What follows belongs to an exercise in optimizing a design on an open flow for small area, a short achievable clock period and few clock cycles per item; a production flow would make more cautious choices. Only simulation tests tie the RTL to the original design; equivalence was not proved.

<file path="design/flow/config.mk">
export PLATFORM = sky130hd
export DESIGN_NAME = yuv2rgba
export DESIGN_NICKNAME = yuv2rgba
export VERILOG_FILES = /design/flow/design.v
export SDC_FILE = /design/flow/constraint.sdc
export NUM_CORES = 4
export LEC_CHECK = 0
export CAP_MARGIN = 20
export CORE_MARGIN = 2
export CORE_UTILIZATION = 40
export PLACE_DENSITY = 0.6
export SLEW_MARGIN = 20
</file>
<file path="design/flow/constraint.sdc">
create_clock -name core_clock -period 16.0 [get_ports {clk}]
set_input_delay 3.2000 -clock core_clock [delete_from_list [all_inputs] [get_ports {clk}]]
set_output_delay 3.2000 -clock core_clock [all_outputs]
set_load 0.01 [all_outputs]
</file>
<file path="design/flow/design.v">
module yuv2rgba_acc (
    input  wire               clk,
    input  wire               first,     
    input  wire signed [21:0] s,         
    output reg  signed [53:0] x          
);
    wire signed [29:0] p    = (s <<< 8) - s;                
    wire signed [53:0] base = first ? 54'sd0 : (x <<< 8);
    always @(posedge clk)
        x <= base + p;
endmodule
module yuv2rgba_div (
    input  wire               clk,
    input  wire               load,      
    input  wire               step,      
    input  wire signed [53:0] x,         
    input  wire [42:0]        d,         
    output wire [7:0]         value
);
    reg        sat_lo;                   
    reg        sat_hi;                   
    reg [42:0] rem;                      
    reg [7:0]  xq;                       
    wire [45:0] hi   = x[53:8];
    wire        neg  = x[53];
    wire        big  = (hi >= {3'd0, d});
    wire [42:0] r0   = load ? hi[42:0] : rem;
    wire [7:0]  b0   = load ? x[7:0]   : xq;
    wire [43:0] t1   = {r0, b0[7]};
    wire [44:0] d1   = {1'b0, t1} - {2'b0, d};
    wire        g1   = ~d1[44];
    wire [42:0] r1   = g1 ? d1[42:0] : t1[42:0];
    wire [43:0] t2   = {r1, b0[6]};
    wire [44:0] d2   = {1'b0, t2} - {2'b0, d};
    wire        g2   = ~d2[44];
    wire [42:0] r2   = g2 ? d2[42:0] : t2[42:0];
    always @(posedge clk) begin
        rem <= r2;
        if (load) begin
            sat_lo <= neg;
            sat_hi <= ~neg & big;
        end
        if (load | step)
            xq <= {b0[5:0], g1, g2};
    end
    assign value = sat_lo ? 8'd0 : (sat_hi ? 8'd255 : xq);
endmodule
module yuv2rgba (
    input  wire        clk,
    input  wire        rst,
    input  wire        in_valid,
    output wire        in_ready,
    input  wire [31:0] in_y,
    input  wire [31:0] in_u,
    input  wire [31:0] in_v,
    input  wire [4:0]  in_depth_m1,
    output wire        out_valid,
    input  wire        out_ready,
    output wire [31:0] out_rgba
);
    reg [1:0] ph;           
    reg       st;           
    reg [1:0] cnt;          
    reg       acc_v;        
    reg       bact;         
    reg       bdone;        
    reg       ov;           
    reg [4:0] dm_a, dm_b;
    reg [2:0] a_b, out_a;   
    reg [23:0] out_bgr;
    wire accept  = in_valid & in_ready & ~rst;
    wire deliver = ov & out_ready & ~rst;
    wire load    = (ph == 2'd1) & acc_v;
    wire move    = bdone & ~ov;
    assign in_ready = (ph == 2'd3) & st & ~cnt[1];
    wire [1:0] bi = ~ph;    
    reg  [7:0] yb, ub, vb, mb;
    integer j;
    always @(posedge clk) begin
        yb <= in_y[bi*8 +: 8];
        ub <= in_u[bi*8 +: 8];
        vb <= in_v[bi*8 +: 8];
        for (j = 0; j < 8; j = j + 1)
            mb[j] <= ({bi, 3'd0} | j[2:0]) <= in_depth_m1;
    end
    wire signed [21:0] ys = $signed({14'd0, yb});
    wire signed [21:0] us = $signed({14'd0, ub});
    wire signed [21:0] vs = $signed({14'd0, vb});
    wire signed [21:0] msv = $signed({14'd0, mb});
    wire signed [21:0] y2k = 22'sd2000 * ys;
    wire signed [21:0] sr = y2k + 22'sd2804 * vs - 22'sd1402 * msv;
    wire signed [21:0] sg = y2k - 22'sd688 * us - 22'sd1428 * vs + 22'sd1058 * msv;
    wire signed [21:0] sb = y2k + 22'sd3544 * us - 22'sd1772 * msv;
    wire first = (ph == 2'd1);
    wire signed [53:0] xr, xg, xb;
    yuv2rgba_acc u_acc_r (.clk(clk), .first(first), .s(sr), .x(xr));
    yuv2rgba_acc u_acc_g (.clk(clk), .first(first), .s(sg), .x(xg));
    yuv2rgba_acc u_acc_b (.clk(clk), .first(first), .s(sb), .x(xb));
    wire [5:0]  d_b = {1'b0, dm_b} + 6'd1;
    wire [42:0] dd  = (43'd2000 << d_b) - 43'd2000;
    wire [7:0] r8, g8, b8;
    yuv2rgba_div u_div_r (.clk(clk), .load(load), .step(bact), .x(xr), .d(dd), .value(r8));
    yuv2rgba_div u_div_g (.clk(clk), .load(load), .step(bact), .x(xg), .d(dd), .value(g8));
    yuv2rgba_div u_div_b (.clk(clk), .load(load), .step(bact), .x(xb), .d(dd), .value(b8));
    always @(posedge clk) begin
        if (rst) begin
            ph    <= 2'd0;
            st    <= 1'b0;
            cnt   <= 2'd0;
            acc_v <= 1'b0;
            bact  <= 1'b0;
            bdone <= 1'b0;
            ov    <= 1'b0;
        end else begin
            ph <= ph + 2'd1;
            if (ph == 2'd0)
                st <= in_valid;
            cnt <= cnt + {1'b0, accept} - {1'b0, deliver};
            if (accept)
                acc_v <= 1'b1;
            else if (ph == 2'd1)
                acc_v <= 1'b0;
            if (load)
                bact <= 1'b1;
            else if (ph == 2'd0)
                bact <= 1'b0;
            if (bact & (ph == 2'd0))
                bdone <= 1'b1;
            else if (move)
                bdone <= 1'b0;
            if (move)
                ov <= 1'b1;
            else if (deliver)
                ov <= 1'b0;
        end
    end
    always @(posedge clk) begin
        if (accept)
            dm_a <= in_depth_m1;
        if (acc_v & (ph == 2'd0))        
            dm_b <= dm_a;
        if (load)
            a_b <= (dm_a[4:3] != 2'd0) ? 3'd7 : dm_a[2:0];
        if (move) begin
            out_bgr <= {b8, g8, r8};
            out_a   <= a_b;
        end
    end
    wire [7:0] alpha;
    genvar k;
    generate
        for (k = 0; k < 8; k = k + 1) begin : g_alpha
            assign alpha[k] = (out_a >= k);
        end
    endgenerate
    assign out_valid = ov;
    assign out_rgba  = {alpha, out_bgr};
endmodule
</file>
<file path="design/flow/run.sh">
#!/bin/bash
# synth_recipe.tcl (not shown) runs the flow's synth.tcl, then flattens the netlist and writes it again
# the make line also repeats each setting of config.mk as NAME=value (left out here)
make -C /OpenROAD-flow-scripts/flow DESIGN_CONFIG=/design/flow/config.mk WORK_HOME=/design/flow/orfs CLKGATE_MAP_FILE= SYNTH_SCRIPT=/design/flow/synth_recipe.tcl finish
</file>
==> impl_metrics.yaml <==
setup_path:
  critPathCaptureType: "flop"
  cp-endpoint: "u_div_b.rem[42]$_DFF_P_"
  r2r_end: "u_div_b.rem[42]$_DFF_P_"
  worstPathRequired_ns: 16.55
  critical_path.max_fanout: 58
  criticalPathCategory: "flop to flop"
  reg2reg_depth: 40
  r2r-start: "dm_b[0]$_DFFE_PP_"
  ff2ff_setup_slack_ns: 3.18
  critical_path_arrival_ns: 13.38
  worst_path_max_delay_cell: "sky130_fd_sc_hd__edfxtp_1"
  beginning_of_the_critical_path: "dm_b[0]$_DFFE_PP_"
  crit_path_max_incr_delay_ns: 0.68
  timing.critical_path.from_type: "flop"
detailed_routing:
  vias: 43282
  drt_iter0_markers: 2740
  post-route-drc-count: 0
  drt-pass1-iter-count: 5
  wirelength_per_cell_um: 18.6
  antenna_left: 0
  via_density_per_instance: 5.49
  wl_um: 147000
synth:
  ys_warns: 3
  async_reset_ff_frac: 0
  synth_ff_type: "sky130_fd_sc_hd__dfxtp_1"
  postSynthRegisterBits: 396
  synthDominantAreaCellType: "sky130_fd_sc_hd__ha_1"
  synth_cell_types: 107
  synth_nets: 7246
  synth-edff-count: 70
  synth_top_area_frac: 0.219
  synth_area_per_cell_um2: 8.55
  synth_seq_area_share: 0.167
  post_synth_instance_area_um2: 51700
  synth_top_cells_by_area: "sky130_fd_sc_hd__ha_1 22%, sky130_fd_sc_hd__dfxtp_1 13%, sky130_fd_sc_hd__fa_1 7.4%"
  postSynthCellCount: 6045
timing:
  post-route-period-util: 0.802
  grt_setup_unrepaired: "no"
  final_critical_path_setup_slack_ns: 3.18
  drv_slew: 0
  hold-worst-slack_ns: 0.424
  finalCriticalPeriod_ns: 12.82
  fmax_mhz: 78.0
  final-hold-violation-count: 0
  clock-skew-final_ns: 0.0390
  setup_viol: 0
  max_slew.worst_pin.slew_ns: 1.11
  setup-tns-final_ns: 0
  max-slew-margin-rel: 0.260
floorplan:
  fp.dieArea_um2: 132000
  floorplan.die.height_um: 363
  floorplan.die.width_um: 363
  placementRows: 131
  boundaryPins: 139
  initial_utilization: 0.404
  core_area_um2: 128000
clocking:
  cts_tree: "done"
  clkSinkCount: 396
  clock_buffers_created_by_tritoncts: 51
  postCtsResizedCells: 0
  clk_latency_ns: 0.67
  cts_hold_repair.buffers: 0
  clkSlewWorstSetupHoldPaths_ns: 0.06
  cts_setup_buffers: 0
  h-tree-depth: 2
  ctsRootBufferMaster: "sky130_fd_sc_hd__clkbuf_16"
  clk_path_buf_depth: 3
outcome:
  status: "complete, no violations"
final_layout:
  drive_gt1_frac: 0.0735
  final_core_utilization: 0.446
  final_cell_mix: "905 x sky130_fd_sc_hd__ha_1, 543 x sky130_fd_sc_hd__inv_1, 466 x sky130_fd_sc_hd__a21oi_1, 442 x sky130_fd_sc_hd__nor2_1, 350 x sky130_fd_sc_hd__nand2_1"
  antenna_cells: 0
  layout.cells.most_common: "sky130_fd_sc_hd__ha_1"
  finalNetCount: 7379
  syn2layout_area_growth_pct: 10.4
  fillerInstances: 12623
grt:
  antenna_found_initial: 1
  grtUsageTotal: 0.220
  grt_first_pass_wirelength_um: 233000
  grt_pass1_vias: 42663
  maximum_number_of_pins_on_one_net_before_global_route_repair: 59
  global_route.overflow_total: 0
placed_design:
  dp_slack_ns: 3.28
  dp_hpwl_um: 120000
  place.port_buffers: 137
  global_placer_s_final_weighted_congestion: 0.917
hold_path:
  worstHoldPathType: "flop to flop"
flow_run:
  drv_cap: 0
## logic make-up (layout without fill, tap and decap cells)
family | count (synthesis) | in the layout | synth area share
buffers and inverters | 667 | 843 | 0.0493
XOR/XNOR | 526 | 526 | 0.0897
other | 1 | 1 | 0.0000725
AO/OA/AOI/OAI | 1562 | 1562 | 0.195
multiplexers | 246 | 246 | 0.0585
adder cells (fa/ha/maj) | 1097 | 1097 | 0.293
AND/OR/NAND/NOR | 1550 | 1550 | 0.147
flip-flops | 396 | 396 | 0.167
## layout make-up
class	instances	area [um2]	share of cell area
inverters	547	2060	0.0360
well taps	1662	2080	0.0364
flip-flops and latches	396	8630	0.151
clock inverters	33	445	0.00781
clock buffers	63	1390	0.0244
repair buffers	200	1840	0.0323
multi-input cells	4982	40600	0.712
## registers in the layout, indices dropped and copies added, names as in the netlist, 2 cells and up
name	cells
a_b	3
cnt	2
dm_a	5
dm_b	5
mb	8
out_a	3
out_bgr	24
ph	2
u_acc_b.x	52
u_acc_g.x	52
u_acc_r.x	52
u_div_b.rem	43
u_div_b.xq	8
u_div_g.rem	43
u_div_g.xq	8
u_div_r.rem	43
u_div_r.xq	8
ub	8
vb	8
yb	8
## worst min path at each step
stage | startpoint | endpoint | slack [ns] | depth (start not counted)
6_report | a_b[2]$_SDFFCE_PP1P_ | out_a[2]$_DFFE_PP_ | 0.42 | 0
3_3_place_gp | a_b[0]$_SDFFCE_PP1P_ | out_a[0]$_DFFE_PP_ | 0.40 | 0
4_1_cts | a_b[2]$_SDFFCE_PP1P_ | out_a[2]$_DFFE_PP_ | 0.42 | 0
2_1_floorplan | a_b[0]$_SDFFCE_PP1P_ | out_a[0]$_DFFE_PP_ | 0.40 | 0
5_1_grt | a_b[1]$_SDFFCE_PP1P_ | out_a[1]$_DFFE_PP_ | 0.44 | 0
3_5_place_dp | a_b[2]$_SDFFCE_PP1P_ | out_a[2]$_DFFE_PP_ | 0.41 | 0
## worst max-delay path: cells and delay by family, from the launching register on
family	cells	cell delay, ns
simple gates	13	3.83
buf+inv	5	1.47
compound gates	16	4.56
xor+xnor	1	0.53
mux	1	0.32
fa+ha+maj	4	1.27
flops	1	0.68
## synthesized netlist by cell type (57+ instances only)
master,number
sky130_fd_sc_hd__a21o_1,248
sky130_fd_sc_hd__a21oi_1,466
sky130_fd_sc_hd__clkbuf_1,70
sky130_fd_sc_hd__dfxtp_1,326
sky130_fd_sc_hd__edfxtp_1,70
sky130_fd_sc_hd__fa_1,190
sky130_fd_sc_hd__ha_1,906
sky130_fd_sc_hd__inv_1,543
sky130_fd_sc_hd__mux2_2,208
sky130_fd_sc_hd__nand2_1,351
sky130_fd_sc_hd__nand2b_1,75
sky130_fd_sc_hd__nand3_1,79
sky130_fd_sc_hd__nand4_1,57
sky130_fd_sc_hd__nor2_1,443
sky130_fd_sc_hd__nor2b_1,222
sky130_fd_sc_hd__nor3_1,114
sky130_fd_sc_hd__o21a_1,124
sky130_fd_sc_hd__o21ai_0,283
sky130_fd_sc_hd__o21bai_1,58
sky130_fd_sc_hd__xnor2_1,337
sky130_fd_sc_hd__xor2_1,186
## through the flow
step	instance area (um2)	instances
after floorplan	51700	6045
after global placement	55200	7787
after detailed placement	55200	7787
after CTS	57100	7883
after global routing	57100	7883
final	57100	7883
## layer usage
metal,track usage,vias up,wire length [um]
met5,0,-,0
met4,0.0603,0,4110
met3,0.0209,200,6210
met2,0.377,939,68400
met1,0.294,20292,68000
li1,-,21851,-
Testbench counts, summed over its fixed seeds: cycles 32,061, pixels 8,000.

## separate check: timing with driven ports
The results above use ideal ports. As a check the final layout listed here was re-extracted and re-timed, cells and wires unchanged.
Step 1: set_driving_cell puts a clkbuf_16 on clk and a buf_2 on each other input, an assumption about the parent block.
Step 2 also shifts input and output timing later by t, the mid clock arrival at the registers, as if the neighbouring blocks saw the same clock.
a / b / c = ideal ports / drivers / drivers and shift; a / b = the first two.
t (ns): 0.726
slack for setup (ns): 3.176 / 3.176 / 3.176
worst setup path after step 2: register to register
slew at the worst register clock pin (ns): 0.07 / 0.07
cell pins on the clock port's net: 1
After both steps this run still meets setup and hold. For this run, drivers alone change the setup slack by 0.000 ns; drivers and shift together by 0.000 ns.
